Context: an optimization exercise on an open-source flow, tuned for small area, a short achievable clock period and few clock cycles per item. The choices shown serve that exercise and are no tape-out recipe.
Only simulation tests tie the RTL to the original design; equivalence was not proved.

[flow/design.v]
module photon_mix (
    input  wire [31:0] x,    
    output wire [31:0] y
);
    wire t32 = x[12] ^ x[19];
    wire t33 = x[18] ^ x[23];
    wire t34 = x[17] ^ x[22];
    wire t35 = x[28] ^ x[29];
    wire t36 = x[1] ^ x[13];
    wire t37 = x[0] ^ x[21];
    wire t38 = x[8] ^ x[25];
    wire t39 = x[15] ^ x[31];
    wire t40 = x[7] ^ x[24];
    wire t41 = x[6] ^ x[30];
    wire t42 = x[9] ^ x[26];
    wire t43 = x[16] ^ x[20];
    wire t44 = x[5] ^ x[14];
    wire t45 = x[4] ^ x[11];
    wire t46 = x[3] ^ x[27];
    wire t47 = x[2] ^ t33;
    wire t48 = t36 ^ t38;
    wire t49 = t34 ^ t42;
    wire t50 = t32 ^ t35;
    wire t51 = t37 ^ t40;
    wire t52 = x[10] ^ t39;
    wire t53 = x[2] ^ x[30];
    wire t54 = x[14] ^ x[16];
    wire t55 = x[22] ^ t41;
    wire t56 = x[10] ^ t45;
    wire t57 = x[20] ^ t44;
    wire t58 = x[11] ^ t39;
    wire t59 = x[21] ^ x[28];
    wire t60 = x[12] ^ x[24];
    wire t61 = x[27] ^ x[29];
    wire t62 = x[7] ^ x[15];
    wire t63 = x[5] ^ x[16];
    wire t64 = x[3] ^ x[21];
    wire t65 = x[0] ^ x[1];
    wire t66 = x[18] ^ t44;
    wire t67 = x[26] ^ t34;
    wire t68 = t37 ^ t46;
    wire t69 = x[4] ^ t36;
    wire t70 = x[10] ^ t61;
    wire t71 = x[6] ^ t43;
    wire t72 = t35 ^ t49;
    wire t73 = x[12] ^ t51;
    wire t74 = t46 ^ t50;
    wire t75 = x[24] ^ t58;
    wire t76 = t32 ^ t47;
    wire t77 = x[19] ^ x[29];
    wire t78 = x[17] ^ x[19];
    wire t79 = x[8] ^ x[31];
    wire t80 = x[9] ^ x[23];
    wire t81 = x[20] ^ x[23];
    wire t82 = t41 ^ t64;
    wire t83 = t33 ^ t37;
    wire t84 = t40 ^ t43;
    wire t85 = t35 ^ t78;
    wire t86 = t38 ^ t54;
    wire t87 = t33 ^ t45;
    wire t88 = x[17] ^ t45;
    wire t89 = x[11] ^ t62;
    wire t90 = x[26] ^ t32;
    wire t91 = t42 ^ t43;
    wire t92 = x[18] ^ t41;
    wire t93 = x[14] ^ t65;
    wire t94 = t32 ^ t81;
    wire t95 = t51 ^ t63;
    wire t96 = t55 ^ t89;
    wire t97 = x[25] ^ t71;
    wire t98 = t48 ^ t55;
    wire t99 = t48 ^ t50;
    wire t100 = x[5] ^ t56;
    wire t101 = t67 ^ t70;
    wire t102 = x[28] ^ t68;
    wire t103 = t53 ^ t66;
    wire t104 = x[13] ^ t57;
    wire t105 = t75 ^ t82;
    wire t106 = x[13] ^ t72;
    wire t107 = x[7] ^ x[8];
    wire t108 = x[0] ^ x[3];
    wire t109 = x[5] ^ x[25];
    wire t110 = x[0] ^ x[2];
    wire t111 = x[4] ^ x[17];
    wire t112 = x[1] ^ x[18];
    wire t113 = x[2] ^ x[10];
    wire t114 = x[22] ^ x[24];
    wire t115 = x[0] ^ x[15];
    wire t116 = x[13] ^ x[22];
    wire t117 = x[12] ^ x[30];
    wire t118 = x[20] ^ x[31];
    wire t119 = x[23] ^ x[25];
    wire t120 = x[8] ^ x[9];
    wire t121 = x[6] ^ x[24];
    wire t122 = x[23] ^ x[27];
    wire t123 = x[26] ^ x[27];
    wire t124 = t54 ^ t62;
    wire t125 = x[30] ^ t32;
    wire t126 = t35 ^ t38;
    wire t127 = x[15] ^ t77;
    wire t128 = x[9] ^ t63;
    wire t129 = t59 ^ t60;
    wire t130 = t60 ^ t65;
    wire t131 = x[4] ^ t40;
    wire t132 = t39 ^ t40;
    wire t133 = x[31] ^ t114;
    wire t134 = t36 ^ t80;
    wire t135 = t34 ^ t119;
    wire t136 = t60 ^ t113;
    wire t137 = t46 ^ t112;
    wire t138 = t79 ^ t116;
    wire t139 = t33 ^ t41;
    wire t140 = t36 ^ t77;
    wire t141 = x[30] ^ t42;
    wire t142 = x[29] ^ t80;
    wire t143 = t39 ^ t53;
    wire t144 = x[16] ^ t120;
    wire t145 = x[11] ^ t43;
    wire t146 = x[27] ^ t34;
    wire t147 = t38 ^ t118;
    wire t148 = t111 ^ t123;
    wire t149 = t79 ^ t108;
    wire t150 = x[25] ^ t117;
    wire t151 = t57 ^ t70;
    wire t152 = t34 ^ t87;
    wire t153 = t47 ^ t148;
    wire t154 = t50 ^ t83;
    wire t155 = t67 ^ t87;
    wire t156 = t49 ^ t110;
    wire t157 = t59 ^ t137;
    wire t158 = t53 ^ t140;
    wire t159 = t49 ^ t107;
    wire t160 = x[28] ^ t130;
    wire t161 = t94 ^ t143;
    wire t162 = t88 ^ t142;
    wire t163 = t85 ^ t121;
    wire t164 = t64 ^ t124;
    wire t165 = t69 ^ t133;
    wire t166 = t59 ^ t141;
    wire t167 = t85 ^ t109;
    wire t168 = t44 ^ t91;
    wire t169 = t48 ^ t57;
    wire t170 = t69 ^ t122;
    wire t171 = x[13] ^ t90;
    wire t172 = t93 ^ t139;
    wire t173 = t83 ^ t127;
    wire t174 = t48 ^ t68;
    wire t175 = t47 ^ t150;
    wire t176 = t48 ^ t129;
    wire t177 = t51 ^ t145;
    wire t178 = t86 ^ t136;
    wire t179 = t94 ^ t131;
    wire t180 = t47 ^ t144;
    wire t181 = t52 ^ t69;
    wire t182 = t84 ^ t126;
    wire t183 = t46 ^ t47;
    wire t184 = t58 ^ t84;
    wire t185 = t71 ^ t138;
    wire t186 = t56 ^ t134;
    wire t187 = t52 ^ t66;
    wire t188 = t52 ^ t135;
    wire t189 = t49 ^ t52;
    wire t190 = t92 ^ t147;
    wire t191 = t86 ^ t90;
    wire t192 = t41 ^ t104;
    wire t193 = t95 ^ t153;
    wire t194 = t104 ^ t154;
    wire t195 = t93 ^ t159;
    wire t196 = x[6] ^ t178;
    wire t197 = t74 ^ t92;
    wire t198 = t149 ^ t179;
    wire t199 = t100 ^ t166;
    wire t200 = t102 ^ t191;
    wire t201 = t52 ^ t74;
    wire t202 = t101 ^ t177;
    wire t203 = t102 ^ t181;
    wire t204 = t88 ^ t164;
    wire t205 = t103 ^ t115;
    wire t206 = t98 ^ t187;
    wire t207 = t72 ^ t170;
    wire t208 = t125 ^ t152;
    wire t209 = t98 ^ t173;
    wire t210 = t73 ^ t101;
    wire t211 = t91 ^ t167;
    wire t212 = t96 ^ t183;
    wire t213 = t75 ^ t146;
    wire t214 = t56 ^ t103;
    wire t215 = t76 ^ t168;
    wire t216 = t97 ^ t157;
    wire t217 = t74 ^ t185;
    wire t218 = t73 ^ t162;
    wire t219 = t128 ^ t176;
    wire t220 = t97 ^ t155;
    wire t221 = t163 ^ t186;
    wire t222 = t158 ^ t184;
    wire t223 = t151 ^ t175;
    wire t224 = t95 ^ t188;
    wire t225 = t156 ^ t169;
    wire t226 = t174 ^ t208;
    wire t227 = t160 ^ t220;
    wire t228 = t76 ^ t202;
    wire t229 = t132 ^ t207;
    wire t230 = t194 ^ t213;
    wire t231 = t182 ^ t214;
    wire t232 = t99 ^ t204;
    wire t233 = t105 ^ t211;
    wire t234 = t189 ^ t216;
    wire t235 = t100 ^ t217;
    wire t236 = t161 ^ t195;
    wire t237 = t73 ^ t206;
    wire t238 = t180 ^ t203;
    wire t239 = t54 ^ t209;
    wire t240 = t192 ^ t218;
    wire t241 = t99 ^ t193;
    wire t242 = t106 ^ t205;
    wire t243 = t106 ^ t196;
    wire t244 = t165 ^ t215;
    wire t245 = t76 ^ t199;
    wire t246 = t190 ^ t210;
    wire t247 = t105 ^ t171;
    wire t248 = t172 ^ t201;
    wire t249 = t96 ^ t200;
    wire t250 = t197 ^ t225;
    assign y[0] = t247;
    assign y[1] = t249;
    assign y[2] = t229;
    assign y[3] = t223;
    assign y[4] = t244;
    assign y[5] = t234;
    assign y[6] = t228;
    assign y[7] = t226;
    assign y[8] = t243;
    assign y[9] = t212;
    assign y[10] = t198;
    assign y[11] = t219;
    assign y[12] = t246;
    assign y[13] = t221;
    assign y[14] = t231;
    assign y[15] = t233;
    assign y[16] = t250;
    assign y[17] = t224;
    assign y[18] = t227;
    assign y[19] = t241;
    assign y[20] = t237;
    assign y[21] = t245;
    assign y[22] = t235;
    assign y[23] = t240;
    assign y[24] = t222;
    assign y[25] = t232;
    assign y[26] = t242;
    assign y[27] = t248;
    assign y[28] = t238;
    assign y[29] = t230;
    assign y[30] = t239;
    assign y[31] = t236;
endmodule
module photon_round (
    input  wire [255:0] s_in,    
    input  wire [31:0]  k,       
    output wire [255:0] s_out
);
    localparam [63:0] SBOX = 64'h2174_8FE3_DA09_B65C;
    function [3:0] sbox;
        input [3:0] x;
        begin
            sbox = SBOX[{x, 2'b00} +: 4];
        end
    endfunction
    wire [255:0] sc, sr;
    genvar i, j;
    generate
        for (i = 0; i < 8; i = i + 1) begin : g_row
            for (j = 0; j < 8; j = j + 1) begin : g_col
                assign sc[4*(8*i+j) +: 4] = sbox(s_in[4*(8*i+j) +: 4]);
                assign sr[4*(8*i+j) +: 4] = sc[4*(8*i + ((j + i) % 8)) +: 4];
            end
        end
        for (j = 0; j < 8; j = j + 1) begin : g_mix
            wire [31:0] col, mc;
            for (i = 0; i < 8; i = i + 1) begin : g_in
                assign col[4*i +: 4] = sr[4*(8*i+j) +: 4];
                if (j == 0) begin : g_k
                    assign s_out[4*(8*i+j) +: 4] = mc[4*i +: 4] ^ k[4*i +: 4];
                end else begin : g_nk
                    assign s_out[4*(8*i+j) +: 4] = mc[4*i +: 4];
                end
            end
            photon_mix u_mix (.x(col), .y(mc));
        end
    endgenerate
endmodule
module photon_perm (
    input  wire         clk,
    input  wire         rst,         
    input  wire         in_valid,
    output wire         in_ready,
    input  wire [255:0] in_state,
    output wire         out_valid,
    input  wire         out_ready,
    output wire [255:0] out_state
);
    localparam [63:0] RCR = 64'h0000_A529_C6BD_E731;    
    localparam [31:0] IC  = 32'h8CEF_7310;              
    reg         busy;        
    reg         done;        
    reg [3:0]   rnd;         
    reg [255:0] state;
    wire [255:0] round_out;
    reg  [31:0]  k_next;     
    wire [255:0] in_ac;      
    integer r;
    always @* begin
        for (r = 0; r < 8; r = r + 1)
            k_next[4*r +: 4] = (rnd == 4'd11) ? 4'd0
                             : (RCR[{rnd + 4'd1, 2'b00} +: 4] ^ IC[4*r +: 4]);
    end
    genvar i, j;
    generate
        for (i = 0; i < 8; i = i + 1) begin : g_row
            for (j = 0; j < 8; j = j + 1) begin : g_col
                if (j == 0) begin : g_ac
                    assign in_ac[4*(8*i+j) +: 4] = in_state[4*(8*i+j) +: 4] ^ RCR[3:0] ^ IC[4*i +: 4];
                end else begin : g_nac
                    assign in_ac[4*(8*i+j) +: 4] = in_state[4*(8*i+j) +: 4];
                end
            end
        end
    endgenerate
    photon_round u_round (
        .s_in  (state),
        .k     (k_next),
        .s_out (round_out)
    );
    assign in_ready  = !busy && (!done || out_ready);
    assign out_valid = done;
    assign out_state = state;
    wire take = in_valid && in_ready;
    always @(posedge clk) begin
        if (busy)
            state <= round_out;
        else if (!done || out_ready)
            state <= in_ac;
    end
    always @(posedge clk) begin
        if (rst) begin
            busy <= 1'b0;
            done <= 1'b0;
            rnd  <= 4'd0;
        end else if (busy) begin
            rnd <= rnd + 4'd1;
            if (rnd == 4'd11) begin
                busy <= 1'b0;
                done <= 1'b1;
            end
        end else begin
            if (out_ready)
                done <= 1'b0;
            if (take) begin
                busy <= 1'b1;
                rnd  <= 4'd0;
            end
        end
    end
endmodule
[flow/run.sh]
#!/bin/bash
# synth_recipe.tcl (not shown) runs the flow's synth.tcl, then flattens the netlist and writes it again
# the make line also repeats each setting of config.mk as NAME=value (left out here)
make -C /OpenROAD-flow-scripts/flow DESIGN_CONFIG=/design/flow/config.mk WORK_HOME=/design/flow/orfs CLKGATE_MAP_FILE= SYNTH_SCRIPT=/design/flow/synth_recipe.tcl finish
[flow/config.mk]
export PLATFORM = sky130hd
export DESIGN_NAME = photon_perm
export DESIGN_NICKNAME = photon_perm
export VERILOG_FILES = /design/flow/design.v
export SDC_FILE = /design/flow/constraint.sdc
export NUM_CORES = 4
export LEC_CHECK = 0
export CAP_MARGIN = 20
export CORE_MARGIN = 2
export CORE_UTILIZATION = 40
export PLACE_DENSITY = 0.6
export SLEW_MARGIN = 20
[flow/constraint.sdc]
create_clock -name core_clock -period 5.0 [get_ports {clk}]
set_input_delay 1.0000 -clock core_clock [delete_from_list [all_inputs] [get_ports {clk}]]
set_output_delay 1.0000 -clock core_clock [all_outputs]
set_load 0.01 [all_outputs]
==> results.json, run 1 <==
{
  "chipHeight_um": 322,
  "path_class": "reg2reg",
  "area_growth_pct": 18.7,
  "dpl.hpwl_mm": 123,
  "grt.met3_usage_pct": 5.00,
  "timing.final.crit_share_pct": 84.1,
  "finalSetupViolations": 0,
  "postRouteAntennaNets": 0,
  "fin_worst_skew_ns": 0.0292,
  "start_util_pct": 40.3,
  "cts.sinks": 262,
  "tightest_slew_ns": 1.02,
  "cap_violations": 0,
  "grt_max_degree": 126,
  "dieArea_um2": 104000,
  "drv_slew": 0,
  "hp-class": "reg2reg",
  "worstSetupStartpointType": "register",
  "ys_seq_area_share_pct": 19.3,
  "ctsHoldBuffers": 0,
  "syn_area_um2": 40400,
  "synth_nets": 4453,
  "grt_pass1_wl_mm": 209,
  "cpLargestDelayFamily": "XOR/XNOR gates",
  "ys_ff_latch": 262,
  "cts_tree": "done",
  "core_area_um2": 100000,
  "die_x_um": 322,
  "layout-drive-gt1-share_pct": 10.2,
  "critPathMaxFanout": 6,
  "grt.busiest_layer": "met2",
  "critPathLaunch": "state[149]",
  "cts_buffers": 38,
  "port_buffers": 517,
  "cts_htree_levels": 2,
  "crit_chain": "inv_1 -> ha_1 -> mux2i_1 -> o21ai_1 -> xnor3_1 -> xnor2_1 -> xnor3_1 -> xnor2_1 -> mux2_2",
  "overflow": 0,
  "drc": 0,
  "cts_resized": 0,
  "grt_use_met1_pct": 37.6,
  "grt_setup_unrepaired": "no",
  "critPathRequiredTime_ns": 5.45,
  "via_per_inst": 5.32,
  "avgSynthCellArea_um2": 10.5,
  "worst_setup_path_end_kind": "register",
  "wl_mm": 149,
  "fmax_mhz": 238,
  "dr_total_vias": 29800,
  "gp_congestion": 1.02,
  "relSlewSlack_pct": 32.0,
  "clk_pin_slew_ns": 0.06,
  "hold_start": "done",
  "slowest_delay_ns": 0.63,
  "cts_root_buf": "clkbuf_16",
  "preCtsSetupSlack_ns": 0.769,
  "postSynthCellCount": 3849,
  "critPathSlowestCell": "o21ai_1",
  "hold_violations": 0,
  "fillers": 9400,
  "cts_setup_buffers": 0,
  "finalWorstSetupSlack_ns": 0.793,
  "period_minus_slack_ns": 4.21,
  "r2r-start": "state[149]",
  "synth_cell_types": 58,
  "io_pins": 518,
  "grt_pass1_vias": 28700,
  "clock_latency_ns": 0.61,
  "status": "finished clean",
  "grt_usage_pct": 28.2,
  "drt_pass1_iterations": 5,
  "path_buf_inv": 1,
  "hold_slack_ns": 0.544,
  "cts_buffer_depth": 3,
  "final_nets": 4876,
  "crit_arrival_ns": 4.66,
  "antenna_found_initial": 13,
  "synth_warnings": 2,
  "rows": 116,
  "grtUsageMet2_pct": 45.6,
  "wl_per_cell_um": 26.7,
  "drt-initial-drc-count": 2752
}
## metrics by stage
step / cells / TNS (ns) / utilization, % / instance area (um^2)
detailed placement: 5530 / 0 / 46.7 / 46800
floorplan: 3849 / -1065.01 / - / 40400
CTS: 5596 / 0 / 47.9 / 47900
finish: 5598 / 0 / 47.9 / 48000
global placement: 5530 / 0 / 46.7 / 46800
global route: 5597 / 0 / 47.9 / 47900
## routing by layer
layer | wire, um | vias up
met2 | 68700 | 1170
met5 | 13 | -
li1 | - | 13700
met3 | 11900 | 212
met4 | 6420 | 2
met1 | 62400 | 14700
## kinds of logic (layout without fill, tap and decap cells)
group	after synthesis	after routing	share of synthesized area [%]
xor gates and xnor gates	1731	1731	44.0
AOI/OAI and AO/OA	435	435	6.56
buffers and inverters	405	854	4.12
and+or+nand+nor	348	348	3.51
adders and majority gates	344	344	10.7
muxes	324	324	11.8
DFF	262	262	19.3
other	0	2	0
## final timing paths
path	endpoint	slack, ns	cells after the start
setup / recovery	state[132]	0.79	9
hold / removal	done	0.54	2
setup reg to reg	state[132]	0.79	9
hold reg to reg	done	0.54	2
## layout by cell type, fill, tap and decap left out, types with 94 or more instances in the layout
cell type,synthesis,routed
clkdlybuf4s50_1,0,517
ha_1,344,344
inv_1,221,220
edfxtp_1,256,256
mux2_2,118,118
mux2i_1,94,94
a21oi_1,186,186
xnor3_1,133,133
xor2_1,322,322
xnor2_1,1202,1202
nor2_1,269,269
mux4_2,107,107
## cells in the mapped netlist, drive strengths merged
cell type / instances / area, um^2
a211oi: 61 / 458
a21boi: 2 / 15.0
a21o: 8 / 60.1
a21oi: 208 / 1130
a22oi: 4 / 30.0
a311oi: 1 / 8.76
a31oi: 13 / 145
a32oi: 1 / 8.76
and2: 3 / 18.8
and3: 1 / 6.26
and4b: 1 / 10.0
buf: 88 / 473
clkbuf: 96 / 360
dfxtp: 6 / 120
edfxtp: 256 / 7690
ha: 344 / 4300
inv: 221 / 830
mux2: 118 / 1330
mux2i: 99 / 1040
mux4: 107 / 2410
nand2: 34 / 128
nand2b: 8 / 50.1
nand3: 2 / 10.0
nand3b: 2 / 15.0
nor2: 269 / 1010
nor2b: 10 / 62.6
nor3: 7 / 35.0
nor4b: 1 / 8.76
o211ai: 1 / 7.51
o21a: 1 / 7.51
o21ai: 124 / 662
o221ai: 2 / 17.5
o22a: 2 / 17.5
o22ai: 2 / 18.8
o31ai: 5 / 62.6
or2: 10 / 62.6
xnor2: 1236 / 11200
xnor3: 136 / 3070
xor2: 344 / 3190
xor3: 15 / 359
## layout make-up
type,instances,area (um^2),area share (%)
diodes,2,5.00,0.0104
well taps,1298,1620,3.39
multi-input cells,3182,30900,64.5
inverters,221,837,1.75
clock inverters,14,92.6,0.193
repair buffers,567,5590,11.7
clock buffers,52,1060,2.22
flip-flops and latches,262,7810,16.3
## state kept, by name (all words and copies together), names as in the netlist
register	count
busy	1
state	256
rnd	4
done	1
## tightest hold or removal path, cell delays in order (launching register included)
cell     delay, ns
dfxtp_1       0.34
nor2_1        0.11
nor3_1        0.04
Testbench counts, summed over its fixed seeds: cycles 6,664, items 512.
==> inputs of run 2 (changes only) <==
--- a/flow/design.v
+++ b/flow/design.v
@@ -255,10 +255,9 @@
     assign y[31] = t236;
 endmodule
-module photon_round (
-    input  wire [255:0] s_in,    
-    input  wire [31:0]  k,       
+module photon_sbsr (
+    input  wire [255:0] s_in,
     output wire [255:0] s_out
 );
-    localparam [63:0] SBOX = 64'h2174_8FE3_DA09_B65C;
+    localparam [63:0] SBOX = 64'h2174_8FE3_DA09_B65C;       
     function [3:0] sbox;
         input [3:0] x;
@@ -267,22 +266,24 @@
         end
     endfunction
-    wire [255:0] sc, sr;
     genvar i, j;
     generate
         for (i = 0; i < 8; i = i + 1) begin : g_row
             for (j = 0; j < 8; j = j + 1) begin : g_col
-                assign sc[4*(8*i+j) +: 4] = sbox(s_in[4*(8*i+j) +: 4]);
-                assign sr[4*(8*i+j) +: 4] = sc[4*(8*i + ((j + i) % 8)) +: 4];
+                assign s_out[4*(8*i+j) +: 4] = sbox(s_in[4*(8*i + ((j + i) % 8)) +: 4]);
             end
         end
+    endgenerate
+endmodule
+module photon_mc (
+    input  wire [255:0] s_in,
+    output wire [255:0] s_out
+);
+    genvar i, j;
+    generate
         for (j = 0; j < 8; j = j + 1) begin : g_mix
             wire [31:0] col, mc;
-            for (i = 0; i < 8; i = i + 1) begin : g_in
-                assign col[4*i +: 4] = sr[4*(8*i+j) +: 4];
-                if (j == 0) begin : g_k
-                    assign s_out[4*(8*i+j) +: 4] = mc[4*i +: 4] ^ k[4*i +: 4];
-                end else begin : g_nk
-                    assign s_out[4*(8*i+j) +: 4] = mc[4*i +: 4];
-                end
+            for (i = 0; i < 8; i = i + 1) begin : g_io
+                assign col[4*i +: 4] = s_in[4*(8*i+j) +: 4];
+                assign s_out[4*(8*i+j) +: 4] = mc[4*i +: 4];
             end
             photon_mix u_mix (.x(col), .y(mc));
@@ -302,62 +303,52 @@
     localparam [63:0] RCR = 64'h0000_A529_C6BD_E731;    
     localparam [31:0] IC  = 32'h8CEF_7310;              
-    reg         busy;        
-    reg         done;        
-    reg [3:0]   rnd;         
-    reg [255:0] state;
-    wire [255:0] round_out;
-    reg  [31:0]  k_next;     
-    wire [255:0] in_ac;      
-    integer r;
-    always @* begin
-        for (r = 0; r < 8; r = r + 1)
-            k_next[4*r +: 4] = (rnd == 4'd11) ? 4'd0
-                             : (RCR[{rnd + 4'd1, 2'b00} +: 4] ^ IC[4*r +: 4]);
-    end
+    reg [255:0] a, b;
+    reg         va, vb;      
+    reg [3:0]   ra, rb;      
+    reg         bdone;       
+    wire cont = vb && !bdone;               
+    wire en   = !bdone || out_ready;        
+    assign in_ready  = !vb || (bdone && out_ready);
+    assign out_valid = bdone;
+    assign out_state = b;
+    wire take = in_valid && in_ready;
+    wire [3:0] rn = cont ? rb + 4'd1 : 4'd0;
+    wire [3:0] rc = RCR[{rn, 2'b00} +: 4];
+    wire [31:0] k;
+    wire [255:0] x = cont ? b : in_state;
+    wire [255:0] x_ac;
     genvar i, j;
     generate
         for (i = 0; i < 8; i = i + 1) begin : g_row
+            assign k[4*i +: 4] = rc ^ IC[4*i +: 4];
             for (j = 0; j < 8; j = j + 1) begin : g_col
                 if (j == 0) begin : g_ac
-                    assign in_ac[4*(8*i+j) +: 4] = in_state[4*(8*i+j) +: 4] ^ RCR[3:0] ^ IC[4*i +: 4];
+                    assign x_ac[4*(8*i+j) +: 4] = x[4*(8*i+j) +: 4] ^ k[4*i +: 4];
                 end else begin : g_nac
-                    assign in_ac[4*(8*i+j) +: 4] = in_state[4*(8*i+j) +: 4];
+                    assign x_ac[4*(8*i+j) +: 4] = x[4*(8*i+j) +: 4];
                 end
             end
         end
     endgenerate
-    photon_round u_round (
-        .s_in  (state),
-        .k     (k_next),
-        .s_out (round_out)
-    );
-    assign in_ready  = !busy && (!done || out_ready);
-    assign out_valid = done;
-    assign out_state = state;
-    wire take = in_valid && in_ready;
+    wire [255:0] a_d, b_d;
+    photon_sbsr u_sbsr (.s_in(x_ac), .s_out(a_d));
+    photon_mc   u_mc   (.s_in(a),    .s_out(b_d));
     always @(posedge clk) begin
-        if (busy)
-            state <= round_out;
-        else if (!done || out_ready)
-            state <= in_ac;
+        if (en) begin
+            a <= a_d;
+            b <= b_d;
+            ra <= rn;
+            rb <= ra;
+        end
     end
     always @(posedge clk) begin
         if (rst) begin
-            busy <= 1'b0;
-            done <= 1'b0;
-            rnd  <= 4'd0;
-        end else if (busy) begin
-            rnd <= rnd + 4'd1;
-            if (rnd == 4'd11) begin
-                busy <= 1'b0;
-                done <= 1'b1;
-            end
-        end else begin
-            if (out_ready)
-                done <= 1'b0;
-            if (take) begin
-                busy <= 1'b1;
-                rnd  <= 4'd0;
-            end
+            va    <= 1'b0;
+            vb    <= 1'b0;
+            bdone <= 1'b0;
+        end else if (en) begin
+            va    <= cont || take;
+            vb    <= va;
+            bdone <= va && (ra == 4'd11);
         end
     end
--- a/flow/config.mk
+++ b/flow/config.mk
@@ -6,7 +6,9 @@
 export NUM_CORES = 4
 export LEC_CHECK = 0
+export ABC_CLOCK_PERIOD_IN_PS = 2500
 export CAP_MARGIN = 20
 export CORE_MARGIN = 2
 export CORE_UTILIZATION = 40
 export PLACE_DENSITY = 0.6
+export SETUP_SLACK_MARGIN = 2.3
 export SLEW_MARGIN = 20
==> run 2 against run 1 <==
Compared with the run above:
- clock skew down 0.0047 ns
- die area up 13%
- hold slack worse by 0.090 ns
- flip-flop and latch count up 261
- worst setup slack better by 1.2 ns
- clock-buffer cell count up 24
- non-clock buffer count up 175
- wire length up 12%
- highest routed layer unchanged
- via count up 17%
==> results.json, run 2 <==
{
  "antenna_found_initial": 12,
  "fmax_mhz": 334,
  "cts_tree": "done",
  "dr_total_vias": 34800,
  "period_minus_slack_ns": 2.99,
  "finalSetupViolations": 0,
  "hold_start": "ra[0]",
  "preCtsSetupSlack_ns": 1.33,
  "synth.most_common_cell": "xnor2_1",
  "drt-initial-drc-count": 3052,
  "cts.sinks": 523,
  "layout-drive-gt1-share_pct": 12.5,
  "path_class": "reg2reg",
  "drv_slew": 0,
  "async_flop_share_pct": 0,
  "dpl.hpwl_mm": 129,
  "via_per_inst": 5.21,
  "r2r-end": "a[89]",
  "gp_congestion": 0.969,
  "synth-edff-count": 520,
  "reg2reg_depth": 12,
  "slowest_delay_ns": 0.50,
  "cts_buffers": 67,
  "chipHeight_um": 342,
  "hold_depth": 0,
  "avgSynthCellArea_um2": 10.2,
  "critPathSlowestCell": "edfxtp_1",
  "io_pins": 518,
  "grt_max_degree": 97,
  "fillers": 9998,
  "synth_cell_types": 67,
  "synth_top_cell_by_area": "edfxtp_1",
  "final_cell_mix": "xnor2_1, nand2_1, edfxtp_1",
  "cts_buffer_depth": 3,
  "grt_pass1_wl_mm": 234,
  "relSlewSlack_pct": 24.5,
  "critPathMaxFanout": 8,
  "r2r-start": "rb[0]",
  "port_buffers": 517,
  "worstSetupStartpointType": "register",
  "cts_root_buf": "clkbuf_16",
  "crit_arrival_ns": 3.39,
  "stdcell_area_um2": 58500,
  "largest_registers": "a x256, b x256",
  "path_buf_inv": 5,
  "ys_ff_latch": 523,
  "crit_chain": "buf_6 -> and3_4 -> mux2i_4 -> buf_6 -> buf_8 -> buf_6 -> and4_4 -> a211oi_4 -> inv_2 -> ha_4 -> mux2_2 -> mux2_2",
  "drc": 0,
  "clk_pin_slew_ns": 0.06,
  "hp-class": "reg2reg",
  "r2r_slack_ns": 2.01,
  "overflow": 0,
  "fin_cells": 6679,
  "wl_mm": 168,
  "synth_common_cells": "xnor2_1, nand2_1, edfxtp_1",
  "postSynthCellCount": 4479,
  "hold_violations": 0,
  "die_x_um": 342,
  "cpLargestDelayFamily": "multiplexers",
  "critPathRequiredTime_ns": 5.39,
  "tightest_slew_ns": 1.10,
  "synth_warnings": 2,
  "worst_path_most_repeated_cell": "buf_6",
  "start_util_pct": 40.4,
  "grt_usage_pct": 27.8,
  "grt_setup_unrepaired": "yes",
  "final_nets": 5680,
  "grt_pass1_vias": 33500,
  "synthFlopType": "edfxtp_1",
  "hold-path-endpoint": "rb[0]",
  "cts_htree_levels": 3,
  "timing.final.crit_share_pct": 59.9,
  "wl_per_cell_um": 25.2,
  "final_common_cell": "xnor2_1",
  "postRouteAntennaNets": 0,
  "synth_top_area_share_pct": 34.3,
  "fin_worst_skew_ns": 0.0245,
  "clock_latency_ns": 0.65,
  "rows": 123,
  "worst_setup_path_end_kind": "register",
  "drt_pass1_iterations": 6,
  "core_area_um2": 113000,
  "finalWorstSetupSlack_ns": 2.01,
  "syn_area_um2": 45600,
  "dp_cells": 6358,
  "status": "finished clean",
  "ys_seq_area_share_pct": 34.4,
  "placed_area_um2": 52600,
  "cap_violations": 0,
  "synth.area.top_cells": "edfxtp_1, xnor2_1, ha_1, xor2_1, mux2i_1",
  "synth_nets": 5037,
  "dieArea_um2": 117000,
  "area_growth_pct": 28.3
}
-- run 2: changes by cell type after synthesis, moves of 46 or more --
| cell | before | now |
|---|---|---|
| nor2_1 | 269 | 76 |
| xnor3_1 | 133 | 0 |
| mux2_2 | 118 | 15 |
| inv_1 | 221 | 129 |
| mux2i_1 | 94 | 215 |
| ha_1 | 344 | 298 |
| o211ai_1 | 1 | 91 |
| xor2_1 | 322 | 379 |
| edfxtp_1 | 256 | 520 |
| a21oi_1 | 186 | 90 |
| o21ai_0 | 69 | 258 |
| xnor2_1 | 1202 | 1447 |
| nand2_1 | 34 | 549 |
| mux4_2 | 107 | 1 |
-- run 2: logic make-up after synthesis --
family                     share of synthesized area (%)
AOI/OAI and AO/OA                                   7.68
xor gates and xnor gates                            35.3
buffers and inverters                               2.66
muxes                                               5.48
adders and majority gates                           8.18
and+or+nand+nor                                     6.32
DFF                                                 34.4
-- run 2: how the worst max path moves through the flow --
stage                     startpoint     to  depth (start not counted)
after floorplan            out_ready     vb                          3
after global placement         rb[2]  a[62]                          8
after detailed placement       rb[2]  a[62]                          8
after CTS                      rb[0]  a[62]                          9
after global routing           rb[0]   a[2]                         13
final                          rb[0]  a[89]                         12
-- run 2: cell type report --
type | instances | area [um^2] | share of cell area [%]
antenna | 2 | 5.00 | 0.00856
clock buffer | 76 | 1760 | 3.01
clock inverter | 48 | 490 | 0.839
inverter | 130 | 495 | 0.847
multi-input combinational | 3657 | 30800 | 52.7
sequential | 523 | 15700 | 26.8
tap | 1500 | 1880 | 3.21
timing repair buffer | 742 | 7360 | 12.6
timing repair inverter | 1 | 6.26 | 0.0107
-- run 2: per-stage QoR --
stage / setup TNS, ns / util [%] / hold WS (ns)
finish: 0 / 51.8 / 0.454
detailed placement: 0 / 46.6 / 0.440
global placement: 0 / 46.6 / 0.444
global route: 0 / 51.8 / 0.460
floorplan: -113.44 / - / 0.418
CTS: 0 / 50.8 / 0.455
-- run 2: what timing repair did --
item	CTS	global route
gates resized for setup	276	144
cloned	7	4
pin swaps	40	41
hold buffers	0	0
setup buffers	142	42
endpoints found under the setup margin	373	238
-- run 2: metal layers --
layer  track usage [%]  up-vias  share of wire (%)
li1                  -    16300                  -
met5                 0        -              0.014
met3              3.81      252                7.0
met2              45.2     1358                 46
met1              37.8    16900                 43
met4              9.55        4                3.9
Testbench counts of run 2, summed over its fixed seeds: cycles 6,160, items 512.
==> inputs of run 3 (changes only) <==
--- a/flow/config.mk
+++ b/flow/config.mk
@@ -11,4 +11,3 @@
 export CORE_UTILIZATION = 40
 export PLACE_DENSITY = 0.6
-export SETUP_SLACK_MARGIN = 2.3
 export SLEW_MARGIN = 20
==> run 3 against run 2 <==
Compared with the run above:
- worst setup slack worse by 0.93 ns
- critical path depth down 1
- die area unchanged
- via count fell by 3.1%
- clock skew up 0.0024 ns
- highest routed layer unchanged
==> results.json, run 3 <==
{
  "status": "finished clean",
  "drt-initial-drc-count": 3078,
  "grt_max_degree": 116,
  "fin_worst_skew_ns": 0.0269,
  "muxShareOfSynthArea_pct": 5.48,
  "final_common_cell": "xnor2_1",
  "core_area_um2": 113000,
  "critPathMaxFanout": 8,
  "synth_top_area_share_pct": 34.3,
  "r2r-start": "vb",
  "synth-simple-area-share_pct": 6.32,
  "worstSetupStartpointType": "register",
  "tightest_slew_ns": 1.14,
  "wl_per_cell_um": 24.8,
  "reg2reg_depth": 11,
  "drv_slew": 0,
  "hp-class": "reg2reg",
  "cts_buffer_depth": 3,
  "synth_top_family_by_area": "XOR/XNOR gates",
  "synth-xor-area-share_pct": 35.3,
  "dieArea_um2": 117000,
  "synth_common_cells": "xnor2_1, nand2_1, edfxtp_1",
  "synth_cell_types": 67,
  "cts_tree": "done",
  "fillers": 10400,
  "fmax_mhz": 255,
  "worst_setup_path_end_kind": "register",
  "final_nets": 5493,
  "chipHeight_um": 342,
  "ctsHoldBuffers": 0,
  "grt_pass1_vias": 32600,
  "r2r-end": "a[0]",
  "synth_nets": 5037,
  "final_cell_mix": "xnor2_1, nand2_1, edfxtp_1",
  "synthFlopType": "edfxtp_1",
  "cts_setup_buffers": 0,
  "timing.final.crit_share_pct": 78.5,
  "critPathRequiredTime_ns": 5.38,
  "clk_pin_slew_ns": 0.06,
  "ys_seq_area_share_pct": 34.4,
  "hold_violations": 0,
  "fin_cells": 6485,
  "gp_congestion": 0.988,
  "syn_area_um2": 45600,
  "async_flop_share_pct": 0,
  "avgSynthCellArea_um2": 10.2,
  "dp_cells": 6366,
  "crit_arrival_ns": 4.31,
  "grt_setup_unrepaired": "no",
  "largest_registers": "a x256, b x256",
  "synth-edff-count": 520,
  "ys_ff_latch": 523,
  "finalWorstSetupSlack_ns": 1.07,
  "synth_compound_gate_area_share_pct": 7.68,
  "synth_fa_ha_area_share_pct": 8.18,
  "postRouteAntennaNets": 0,
  "hold_depth": 0,
  "cts_htree_levels": 3,
  "drt_pass1_iterations": 7,
  "overflow": 0,
  "layout-drive-gt1-share_pct": 3.73,
  "wl_mm": 161,
  "relSlewSlack_pct": 22.1,
  "period_minus_slack_ns": 3.93,
  "synth_top_cell_by_area": "edfxtp_1",
  "antenna_found_initial": 15,
  "dr_total_vias": 33800,
  "drc": 0,
  "postSynthCellCount": 4479,
  "hold_start": "ra[0]",
  "via_per_inst": 5.21,
  "area_growth_pct": 19.6,
  "path_class": "reg2reg",
  "grt_usage_pct": 26.9,
  "r2r_slack_ns": 1.07,
  "finalSetupViolations": 0,
  "hold-path-endpoint": "rb[0]",
  "synth.most_common_cell": "xnor2_1",
  "port_buffers": 517,
  "dpl.hpwl_mm": 131,
  "rows": 123,
  "cts.sinks": 523,
  "cts_buffers": 67,
  "cap_violations": 0,
  "cts_resized": 0,
  "die_x_um": 342,
  "start_util_pct": 40.4,
  "grt_pass1_wl_mm": 227,
  "synth.area.top_cells": "edfxtp_1, xnor2_1, ha_1, xor2_1, mux2i_1",
  "clock_latency_ns": 0.64,
  "io_pins": 518,
  "preCtsSetupSlack_ns": 1.11,
  "synth_warnings": 2,
  "cts_root_buf": "clkbuf_16"
}
-- run 3: cell count changes in the layout (fill, tap and decap cells not counted), sizes merged, moves of 2 or more --
| cell | previous run | this run |
|---|---|---|
| dlygate4sd2 | 62 | 0 |
| dlymetal6s2s | 4 | 0 |
| buf | 220 | 42 |
| clkinv | 35 | 22 |
| bufinv | 8 | 6 |
| clkdlybuf4s50 | 450 | 517 |
-- run 3: worst max-delay path, cell delays in order, from the launching register on --
cell and delay (ns):
dfxtp_1 0.50, nor3b_1 0.66, inv_1 0.20, ha_1 0.35, nor3_1 0.43, o31ai_2 0.21
buf_4 0.23, xnor2_1 0.35, ha_1 0.32, nor2_1 0.11, a211oi_1 0.07, a31o_2 0.25
-- run 3: worst max path at each step --
stage,cells after the start,startpoint,slack [ns],end
after detailed placement,11,vb,1.11,a[0]
after global routing,11,vb,0.76,a[0]
after CTS,11,vb,1.12,a[0]
final,11,vb,1.07,a[0]
after global placement,11,vb,1.20,a[0]
after floorplan,3,out_ready,-0.28,vb
-- run 3: kinds of logic after synthesis --
family          Yosys count
fa+ha+maj               298
buf+inv                 302
flops                   523
compound gates          575
xor+xnor               1831
mux                     238
simple gates            712
-- run 3: metrics by stage --
stage	setup TNS, ns	util (%)	area, um^2	hold slack (ns)
6_report	0	48.3	54500	0.452
2_1_floorplan	-113.52	-	45600	0.418
5_1_grt	0	48.3	54500	0.458
3_5_place_dp	0	46.4	52300	0.436
4_1_cts	0	48.3	54500	0.452
3_3_place_gp	0	46.4	52300	0.435
-- run 3: cell type report --
type / count / area, um^2 / share of cell area [%]
multi-input combinational: 3654 / 28700 / 52.7
sequential: 523 / 15700 / 28.8
timing repair buffer: 559 / 5590 / 10.3
tap: 1500 / 1880 / 3.44
clock buffer: 81 / 1810 / 3.33
inverter: 130 / 490 / 0.900
clock inverter: 35 / 347 / 0.636
antenna: 3 / 7.51 / 0.0138
-- run 3: routing by layer --
layer / part of all wire (%) / GRT usage (%) / up-vias
met5: 0.050 / 0 / -
met4: 3.1 / 8.54 / 14
met3: 7.8 / 4.88 / 214
met2: 46 / 44.1 / 1266
met1: 43 / 35.8 / 16400
li1: - / - / 15900
==> inputs of run 4 (changes only) <==
==> flow/flow/run.sh (new file) <==
#!/bin/bash
# Own layout flow: the standard flow (standard.sh) with a different
# technology mapping in synthesis (flow/synth.tcl: the same synthesis script,
# but no adder extraction and ABC run with flow/abc.script) and smaller port
# buffers. Each tool's output goes to its own log in the work folder.
set -euo pipefail
W=$PWD
EXTRA=()
[ -f flow/extra.txt ] && mapfile -t EXTRA < <(grep -v '^#' flow/extra.txt | grep .)
bash standard.sh \
  SYNTH_SCRIPT=$W/flow/synth.tcl \
  BENCHV_ABC_SCRIPT=$W/flow/abc.script \
  "${EXTRA[@]}" \
  finish > $W/flow_make.log 2>&1
mkdir -p $W/flow_logs
cp -r $W/orfs/logs/* $W/flow_logs/ 2>/dev/null || true
test -f $W/out/final.def
==> flow/flow/abc.script (new file) <==
&get -n
&st
&dch
&nf
&st
&syn2
&if -g -K 6
&synch2
&nf
&st
&syn2
&if -g -K 6
&synch2
&nf
&st
&syn2
&if -g -K 6
&synch2
&nf
&st
&syn2
&if -g -K 6
&synch2
&nf
&st
&syn2
&if -g -K 6
&synch2
&nf
&put
buffer -c
topo
stime -c
upsize -c
dnsize -c
==> flow/flow/extra.txt (new file) <==
# extra make variables, one per line
BUFFER_PORTS_ARGS=-buffer_cell sky130_fd_sc_hd__buf_2
==> flow/flow/synth.tcl (new file) <==
# The standard flow's synthesis (synth_recipe.tcl) with two changes to the technology
# mapping only: no half/full-adder extraction, and ABC run with our script.
proc synth {args} { yosys synth -nofsm -noshare {*}$args }
proc extract_fa {args} { puts "extract_fa skipped" }
proc abc {args} {
  set i [lsearch -exact $args -script]
  if { $i >= 0 && [info exists ::env(BENCHV_ABC_SCRIPT)] } {
    lset args [expr {$i + 1}] $::env(BENCHV_ABC_SCRIPT)
  }
  set j [lsearch -exact $args -D]
  if { $j >= 0 && [info exists ::env(BENCHV_ABC_D)] } {
    lset args [expr {$j + 1}] $::env(BENCHV_ABC_D)
  }
  puts "abc $args"
  yosys abc {*}$args
}
source $::env(SCRIPTS_DIR)/synth.tcl
# left out here: clear keep_hierarchy, flatten, clean up, hide names made inside functions, write 1_2_yosys.v
==> flow/standard.sh (new file) <==
#!/bin/bash
# synth_recipe.tcl (not shown) runs the flow's synth.tcl, then flattens the netlist and writes it again
# the make line also repeats each setting of config.mk as NAME=value (left out here)
make -C /OpenROAD-flow-scripts/flow DESIGN_CONFIG=/design/flow/config.mk WORK_HOME=/design/flow/orfs CLKGATE_MAP_FILE= SYNTH_SCRIPT=/design/flow/synth_recipe.tcl "${@:-finish}"
--- a/flow/config.mk
+++ b/flow/config.mk
@@ -6,5 +6,4 @@
 export NUM_CORES = 4
 export LEC_CHECK = 0
-export ABC_CLOCK_PERIOD_IN_PS = 2500
 export CAP_MARGIN = 20
 export CORE_MARGIN = 2
removed: flow/run.sh
==> run 4 against run 3 <==
Compared with the run above:
- first-iteration DRC count down 15%
- clock-buffer cell count down 1
- global-route usage grew 0.30 points
- largest cell class unchanged
==> results.json, run 4 <==
{
  "status": "finished clean",
  "critPathRequiredTime_ns": 5.30,
  "wl_mm": 151,
  "synth_top_area_share_pct": 37.0,
  "postRouteAntennaNets": 0,
  "finalSetupViolations": 0,
  "cts_buffer_depth": 3,
  "stdcell_area_um2": 48500,
  "final_cell_mix": "xnor2_1, edfxtp_1, buf_2",
  "drc": 0,
  "synth_warnings": 2,
  "syn_area_um2": 42200,
  "synthFlopType": "edfxtp_1",
  "r2r-end": "a[146]",
  "crit_end": "a[146]",
  "cts_root_buf": "clkbuf_16",
  "start_util_pct": 40.2,
  "grt_pass1_wl_mm": 210,
  "synth.most_common_cell": "xnor2_1",
  "ctsHoldBuffers": 0,
  "io_pins": 518,
  "critPathLaunch": "bdone",
  "clock_latency_ns": 0.63,
  "relSlewSlack_pct": 23.3,
  "cap_violations": 0,
  "hold_violations": 0,
  "path_class": "reg2reg",
  "cts_htree_levels": 3,
  "chipHeight_um": 329,
  "layout-drive-gt1-share_pct": 18.1,
  "hold_depth": 0,
  "tightest_slew_ns": 1.12,
  "overflow": 0,
  "drt-initial-drc-count": 2601,
  "area_growth_pct": 14.7,
  "fmax_mhz": 287,
  "r2r-start": "bdone",
  "period_minus_slack_ns": 3.49,
  "critPathMaxFanout": 33,
  "ys_seq_area_share_pct": 37.1,
  "hold_slack_ns": 0.453,
  "cts_setup_buffers": 0,
  "grt_setup_unrepaired": "no",
  "multi_input_area_um2": 25800,
  "placed_area_um2": 46200,
  "synth-edff-count": 520,
  "drv_slew": 0,
  "fin_worst_skew_ns": 0.0251,
  "antenna_found_initial": 20,
  "largest_registers": "a x256, b x256",
  "grt_usage_pct": 27.2,
  "cts.sinks": 523,
  "hp-class": "reg2reg",
  "wl_per_cell_um": 25.7,
  "via_per_inst": 5.25,
  "worstSetupStartpointType": "register",
  "worst_setup_path_end_kind": "register",
  "reg2reg_depth": 6,
  "grt_max_degree": 113,
  "seq_area_um2": 15700,
  "timing.final.crit_share_pct": 69.7,
  "clk_pin_slew_ns": 0.06,
  "rows": 119,
  "synth_top_cell_by_area": "edfxtp_1",
  "dr_total_vias": 30700,
  "synth.area.top_cells": "edfxtp_1, xnor2_1, xor2_1, mux2i_1, nand2_1",
  "fillers": 9891,
  "port_buffers": 517,
  "core_area_um2": 105000,
  "synth_common_cells": "xnor2_1, edfxtp_1, xor2_1",
  "gp_congestion": 0.999,
  "grt_pass1_vias": 29100,
  "r2r_slack_ns": 1.51,
  "drt_pass1_iterations": 6,
  "synth_nets": 4207,
  "cts_tree": "done",
  "die_x_um": 329,
  "crit_arrival_ns": 3.78,
  "dieArea_um2": 108000,
  "final_nets": 4665,
  "synth_cell_types": 64,
  "final_common_cell": "xnor2_1",
  "ys_ff_latch": 523,
  "avgSynthCellArea_um2": 10.7,
  "cts_resized": 0,
  "async_flop_share_pct": 0,
  "cts_buffers": 68,
  "postSynthCellCount": 3947,
  "dpl.hpwl_mm": 122
}
[run 4: layout make-up]
class,count,share of cell area (%)
well taps,1391,3.59
clock inverters,41,0.813
multi-input cells,3260,53.3
inverters,9,0.0697
diodes,10,0.0516
repair buffers,543,5.98
clock buffers,80,3.82
flip-flops and latches,523,32.3
[run 4: worst min path at each step]
stage / from / end / slack (ns)
floorplan: ra[3] / rb[3] / 0.42
global placement: ra[3] / rb[3] / 0.43
detailed placement: ra[3] / rb[3] / 0.44
CTS: ra[3] / rb[3] / 0.45
global route: ra[3] / rb[3] / 0.46
finish: ra[3] / rb[3] / 0.45
[run 4: cell families after synthesis]
kind of cell              Yosys count  synth area share, %
and+or+nand+nor                   664                 6.99
DFF                               523                 37.1
buffers and inverters             164                 1.83
AOI/OAI and AO/OA                 379                 5.59
xor gates and xnor gates         1894                 40.5
muxes                             323                 8.03
[run 4: worst max-delay path, cell delays in order (launching register included)]
cell and delay (ns):
dfxtp_1 0.47, nand2b_4 0.64, buf_4 0.42, mux2i_1 0.35
xor2_1 0.33, a211oi_1 0.10, a311oi_2 0.79
[run 4: layer usage]
layer  share of wire (%)  GRT usage, %  vias up  wire [um]
li1                    -             -    14300          -
met1                  43          37.2    14900      64700
met2                  45          42.0     1226      67500
met3                 7.9          4.76      225      11900
met4                 4.4          12.1       12       6610
met5               0.047             0        -         71
[run 4: metrics by stage]
step | instances | utilization, % | setup TNS [ns] | worst slack [ns]
final | 5857 | 46.2 | 0 | 1.51
after global routing | 5853 | 46.2 | 0 | 1.47
after CTS | 5847 | 46.1 | 0 | 1.60
after detailed placement | 5726 | 44.0 | 0 | 1.64
after global placement | 5726 | 44.0 | 0 | 1.14
after floorplan | 3947 | - | -59.25 | -0.185
==> inputs of run 5 (changes only) <==
--- a/flow/design.v
+++ b/flow/design.v
@@ -313,6 +313,7 @@
     assign out_state = b;
     wire take = in_valid && in_ready;
-    wire [3:0] rn = cont ? rb + 4'd1 : 4'd0;
-    wire [3:0] rc = RCR[{rn, 2'b00} +: 4];
+    reg  [3:0]  rc;
+    wire [3:0]  rn = cont ? rb + 4'd1 : 4'd0;
+    wire        cont_n = va && (ra != 4'd11);
     wire [31:0] k;
     wire [255:0] x = cont ? b : in_state;
@@ -344,4 +345,5 @@
     always @(posedge clk) begin
         if (rst) begin
+            rc    <= RCR[3:0];
             va    <= 1'b0;
             vb    <= 1'b0;
@@ -351,4 +353,5 @@
             vb    <= va;
             bdone <= va && (ra == 4'd11);
+            rc    <= cont_n ? RCR[{ra + 4'd1, 2'b00} +: 4] : RCR[3:0];
         end
     end
--- a/flow/config.mk
+++ b/flow/config.mk
@@ -10,3 +10,4 @@
 export CORE_UTILIZATION = 40
 export PLACE_DENSITY = 0.6
+export SETUP_SLACK_MARGIN = 1.8
 export SLEW_MARGIN = 20
==> run 5 against run 4 <==
Compared with the run above:
- via count rose by 2.4%
- worst setup slack improved by 0.44 ns
- die area rose by 1.4%
- final area rose by 0.93%
- non-clock buffer count fell by 10
- cell count rose by 1.5%
- synthesized cell count rose by 2.8%
- highest routed layer unchanged
==> results.json, run 5 <==
{
  "synth_top_area_share_pct": 36.5,
  "grt_usage_pct": 27.1,
  "synth_common_cells": "xnor2_1, edfxtp_1, xor2_1",
  "post-route-util_pct": 45.9,
  "antenna_found_initial": 20,
  "port_buffers": 517,
  "rows": 120,
  "fmax_mhz": 328,
  "grt_pass1_vias": 30100,
  "wl_per_cell_um": 25.7,
  "hold_depth": 2,
  "synth-edff-count": 520,
  "ys_ff_latch": 527,
  "grt_setup_unrepaired": "yes",
  "fillers": 10100,
  "r2r_slack_ns": 1.95,
  "drt-initial-drc-count": 2816,
  "clk_pin_slew_ns": 0.06,
  "ys_seq_area_share_pct": 36.8,
  "r2r-start": "vb",
  "dieArea_um2": 110000,
  "timing.final.crit_share_pct": 61.0,
  "cts_htree_levels": 3,
  "layout-drive-gt1-share_pct": 17.7,
  "clock_latency_ns": 0.63,
  "cts_buffers": 68,
  "cts_root_buf": "clkbuf_16",
  "dpl.hpwl_mm": 123,
  "fin_worst_skew_ns": 0.0220,
  "crit_arrival_ns": 3.39,
  "gp_congestion": 0.993,
  "worstSetupStartpointType": "register",
  "synth_warnings": 2,
  "placed_area_um2": 46500,
  "postSynthCellCount": 4058,
  "final_cell_mix": "xnor2_1, edfxtp_1, buf_2",
  "dr_total_vias": 31500,
  "hp-class": "reg2reg",
  "drv_slew": 0,
  "cts.sinks": 527,
  "synth.area.top_cells": "edfxtp_1, xnor2_1, xor2_1, mux2i_1, nand2_1",
  "io_pins": 518,
  "postRouteAntennaNets": 0,
  "critPathRequiredTime_ns": 5.34,
  "reg2reg_depth": 6,
  "path_class": "reg2reg",
  "final_nets": 4745,
  "finalSetupViolations": 0,
  "cts_tree": "done",
  "grt_pass1_wl_mm": 215,
  "tightest_slew_ns": 1.00,
  "cts_buffer_depth": 3,
  "synthFlopType": "edfxtp_1",
  "wl_mm": 153,
  "largest_registers": "a x256, b x256",
  "period_minus_slack_ns": 3.05,
  "synth.most_common_cell": "xnor2_1",
  "ctsHoldBuffers": 0,
  "synth_top_cell_by_area": "edfxtp_1",
  "tns_ns": 0,
  "syn_area_um2": 42800,
  "r2r-end": "a[111]",
  "avgSynthCellArea_um2": 10.6,
  "async_flop_share_pct": 0,
  "hold_slack_ns": 0.545,
  "relSlewSlack_pct": 31.4,
  "core_area_um2": 107000,
  "worst_setup_path_end_kind": "register",
  "via_per_inst": 5.29,
  "stdcell_area_um2": 48900,
  "grt_max_degree": 148,
  "final_common_cell": "xnor2_1",
  "synth_nets": 4318,
  "overflow": 0,
  "die_x_um": 331,
  "drc": 0,
  "area_growth_pct": 14.2,
  "start_util_pct": 40.2,
  "critPathMaxFanout": 59,
  "hold-path-endpoint": "vb",
  "hold_violations": 0,
  "status": "finished clean",
  "synth_cell_types": 58,
  "cap_violations": 0,
  "hold_start": "vb",
  "drt_pass1_iterations": 5,
  "chipHeight_um": 331
}
==> run 5: stage by stage <==
step | setup WS (ns) | instances
6_report | 1.95 | 5946
5_1_grt | 1.79 | 5943
4_1_cts | 1.82 | 5940
3_5_place_dp | 1.83 | 5818
3_3_place_gp | 1.94 | 5818
2_1_floorplan | -4.52 | 4058
==> run 5: how the worst max path moves through the flow <==
stage	startpoint	end	slack [ns]
2_1_floorplan	out_ready	a[0]	-4.52
3_3_place_gp	bdone	a[134]	1.94
3_5_place_dp	bdone	a[134]	1.83
4_1_cts	bdone	a[134]	1.82
5_1_grt	vb	a[109]	1.79
6_report	vb	a[111]	1.95
==> run 5: logic make-up (layout without fill, tap and decap cells) <==
logic type | after synthesis | after routing | share of synthesized area (%)
AOI/OAI and AO/OA | 408 | 408 | 6.00
xor gates and xnor gates | 1931 | 1931 | 40.7
buffers and inverters | 181 | 660 | 2.00
DFF | 527 | 527 | 36.8
muxes | 307 | 307 | 7.53
other | 0 | 6 | 0
and+or+nand+nor | 704 | 704 | 6.99
==> run 5: what timing repair did <==
| action | CTS | global route |
|---|---|---|
| setup endpoints to repair | 0 | 25 |
| resized for setup | 0 | 8 |
| setup buffers | 0 | 0 |
==> run 5: layout make-up <==
cell class / instances / area, um^2 / area share (%)
multi-input cells: 3350 / 26300 / 53.7
flip-flops and latches: 527 / 15800 / 32.2
repair buffers: 533 / 2790 / 5.70
clock buffers: 87 / 1910 / 3.90
well taps: 1403 / 1760 / 3.59
clock inverters: 35 / 404 / 0.826
inverters: 5 / 22.5 / 0.0460
diodes: 6 / 15.0 / 0.0307
==> run 5: worst max-delay path, cell delays in order (launching register included) <==
cell and delay [ns]:
dfxtp_1 0.43, nor2b_4 0.28, buf_12 0.37, buf_4 0.60
mux2i_1 0.59, xor2_1 0.27, a221oi_1 0.11
==> run 5: routing by layer <==
layer / global-route usage, % / vias to the layer above / part of all wire, %
li1: - / 14600 / -
met1: 36.3 / 15400 / 43
met2: 43.7 / 1210 / 46
met3: 4.09 / 257 / 6.5
met4: 11.4 / 12 / 4.3
met5: 0 / - / 0.058
Testbench counts of run 5, summed over its fixed seeds: cycles 6,160, items 512.
==> inputs of run 6 (changes only) <==
--- a/flow/config.mk
+++ b/flow/config.mk
@@ -10,4 +10,4 @@
 export CORE_UTILIZATION = 40
 export PLACE_DENSITY = 0.6
-export SETUP_SLACK_MARGIN = 1.8
+export SETUP_SLACK_MARGIN = 2.4
 export SLEW_MARGIN = 20
==> run 6 against run 5 <==
Compared with the run above:
- still clean
- non-clock buffer count rose by 32
- die area did not move
- global-route usage rose by 0.56 points
- critical path depth rose by 4
- register-to-register slack improved by 0.38 ns
- largest cell class unchanged
- highest routed layer unchanged
==> results.json, run 6 <==
{
  "gp_congestion": 0.993,
  "synth_cell_types": 58,
  "status": "finished clean",
  "critPathRequiredTime_ns": 5.37,
  "synth.area.top_cells": "edfxtp_1, xnor2_1, xor2_1, mux2i_1, nand2_1",
  "grt_setup_unrepaired": "yes",
  "chipHeight_um": 331,
  "drc": 0,
  "synth.most_common_cell": "xnor2_1",
  "final_cell_mix": "xnor2_1, edfxtp_1, buf_2",
  "die_x_um": 331,
  "critPathMaxFanout": 16,
  "hold_depth": 2,
  "worstSetupStartpointType": "register",
  "synthFlopType": "edfxtp_1",
  "dieArea_um2": 110000,
  "syn_area_um2": 42800,
  "hold_violations": 0,
  "largest_registers": "a x256, b x256",
  "rows": 120,
  "relSlewSlack_pct": 33.9,
  "synth_nets": 4318,
  "drt-initial-drc-count": 2902,
  "cts_buffers": 68,
  "ys_ff_latch": 527,
  "ys_seq_area_share_pct": 36.8,
  "drt_pass1_iterations": 5,
  "area_growth_pct": 17.9,
  "grt_usage_pct": 27.7,
  "tns_ns": 0,
  "postRouteAntennaNets": 0,
  "synth_warnings": 2,
  "synth-edff-count": 520,
  "tightest_slew_ns": 0.984,
  "cap_violations": 0,
  "layout-drive-gt1-share_pct": 21.0,
  "hp-class": "reg2reg",
  "timing.final.crit_share_pct": 53.4,
  "avgSynthCellArea_um2": 10.6,
  "cts_root_buf": "clkbuf_16",
  "port_buffers": 517,
  "worst_setup_path_end_kind": "register",
  "drv_slew": 0,
  "cts_htree_levels": 3,
  "core_area_um2": 107000,
  "synth_common_cells": "xnor2_1, edfxtp_1, xor2_1",
  "postSynthCellCount": 4058,
  "dr_total_vias": 31800,
  "io_pins": 518,
  "antenna_found_initial": 18,
  "reg2reg_depth": 10,
  "synth_top_cell_by_area": "edfxtp_1",
  "synth_top_area_share_pct": 36.5,
  "clk_pin_slew_ns": 0.06,
  "cts_tree": "done",
  "crit_arrival_ns": 3.04,
  "period_minus_slack_ns": 2.67,
  "wl_mm": 158,
  "grt_pass1_wl_mm": 219,
  "finalSetupViolations": 0,
  "async_flop_share_pct": 0,
  "cts.sinks": 527,
  "final_nets": 4779,
  "via_per_inst": 5.32,
  "cts_buffer_depth": 3,
  "fin_worst_skew_ns": 0.0300,
  "start_util_pct": 40.2,
  "dpl.hpwl_mm": 123,
  "fmax_mhz": 375,
  "grt_pass1_vias": 30400,
  "wl_per_cell_um": 26.3,
  "overflow": 0,
  "final_common_cell": "xnor2_1",
  "grt_max_degree": 148,
  "clock_latency_ns": 0.63,
  "path_class": "reg2reg"
}
run 6: cell counts after synthesis:
No cell type changed its count.
run 6: worst max-delay path, cell delays in order, from the launching register on:
cell	delay [ns]
dfxtp_4	0.41
nor2b_4	0.23
buf_4	0.16
buf_16	0.23
buf_16	0.22
buf_16	0.19
mux2i_2	0.37
nand2_1	0.15
mux2_2	0.28
nor2_1	0.09
a31oi_1	0.05
run 6: worst paths after layout:
check | start | end | slack (ns)
min reg2reg | vb | vb | 0.55
max reg2reg | vb | a[134] | 2.33
min | vb | vb | 0.55
max | vb | a[134] | 2.33
run 6: repair_timing:
item                                    CTS  global route
gates cloned                              5             4
gates resized for setup                  85           113
buffers inserted                         16             9
pin swaps                                 0             1
endpoints found under the setup margin  229           505
hold buffers                              0             0
run 6: logic make-up (layout without fill, tap and decap cells):
kind of cell | Yosys count | after routing | share of synthesized area (%)
xor gates and xnor gates | 1931 | 1931 | 40.7
and+or+nand+nor | 704 | 705 | 6.99
DFF | 527 | 527 | 36.8
AOI/OAI and AO/OA | 408 | 408 | 6.00
muxes | 307 | 308 | 7.53
buffers and inverters | 181 | 692 | 2.00
other | 0 | 6 | 0
run 6: final cells by class:
type / count / area (um^2)
Antenna cell: 6 / 15.0
Clock buffer: 87 / 1910
Clock inverter: 35 / 404
Fill cell: 9943 / 56100
Inverter: 5 / 22.5
Multi-Input combinational cell: 3352 / 27300
Sequential cell: 527 / 15800
Tap cell: 1403 / 1760
Timing Repair Buffer: 565 / 3320
run 6: per-layer routing:
layer	share of wire (%)	GRT usage [%]	wire, um
met5	0.062	0	98
met3	6.5	3.89	10300
met2	46	44.5	72800
met1	43	37.2	67500
met4	4.3	12.0	6820
run 6: through the flow:
stage	std cells	hold WS (ns)	setup WS [ns]	instance area, um^2	util (%)
after floorplan	4058	0.424	-4.52	42800	-
after global placement	5818	0.518	1.94	46500	43.7
after detailed placement	5818	0.523	1.83	46500	43.7
after CTS	5961	0.542	2.34	49600	46.5
after global routing	5977	0.562	2.27	50500	47.4
final	5980	0.546	2.33	50500	47.4

re-timing with driven ports:
How much do the figures lean on ideal ports? The routed layouts below were timed once more, with nothing changed but the port constraints. Step 1 assumes that a clkbuf_16 drives the clock port and a buf_2 every other input. Step 2 also shifts input and output timing later by t, the mid clock arrival at the registers, as if the neighbouring blocks saw the same clock. Slacks: ideal / step 1 / step 2; pairs: ideal / step 1.
run	shift t [ns]	slack for setup (ns)	slew at the worst register clock pin (ns)	worst data-port slew with drivers (ns)	pins driven straight from the clock port
run 1	0.669	0.793 / 0.793 / 0.793	0.07 / 0.07	0.11	1
run 2	0.712	2.006 / 2.006 / 1.750	0.07 / 0.07	0.16	1
run 3	0.698	1.073 / 1.073 / 1.073	0.07 / 0.07	0.16	1
run 4	0.694	1.515 / 1.515 / 1.515	0.06 / 0.06	0.20	1
run 5	0.693	1.951 / 1.951 / 1.781	0.06 / 0.06	0.17	1
run 6	0.699	2.331 / 2.331 / 1.978	0.07 / 0.07	0.16	1
After both steps every run listed still meets setup and hold. The setup slack of run 6, which loses most, moves by 0.000 ns with the drivers and by -0.353 ns with both steps.
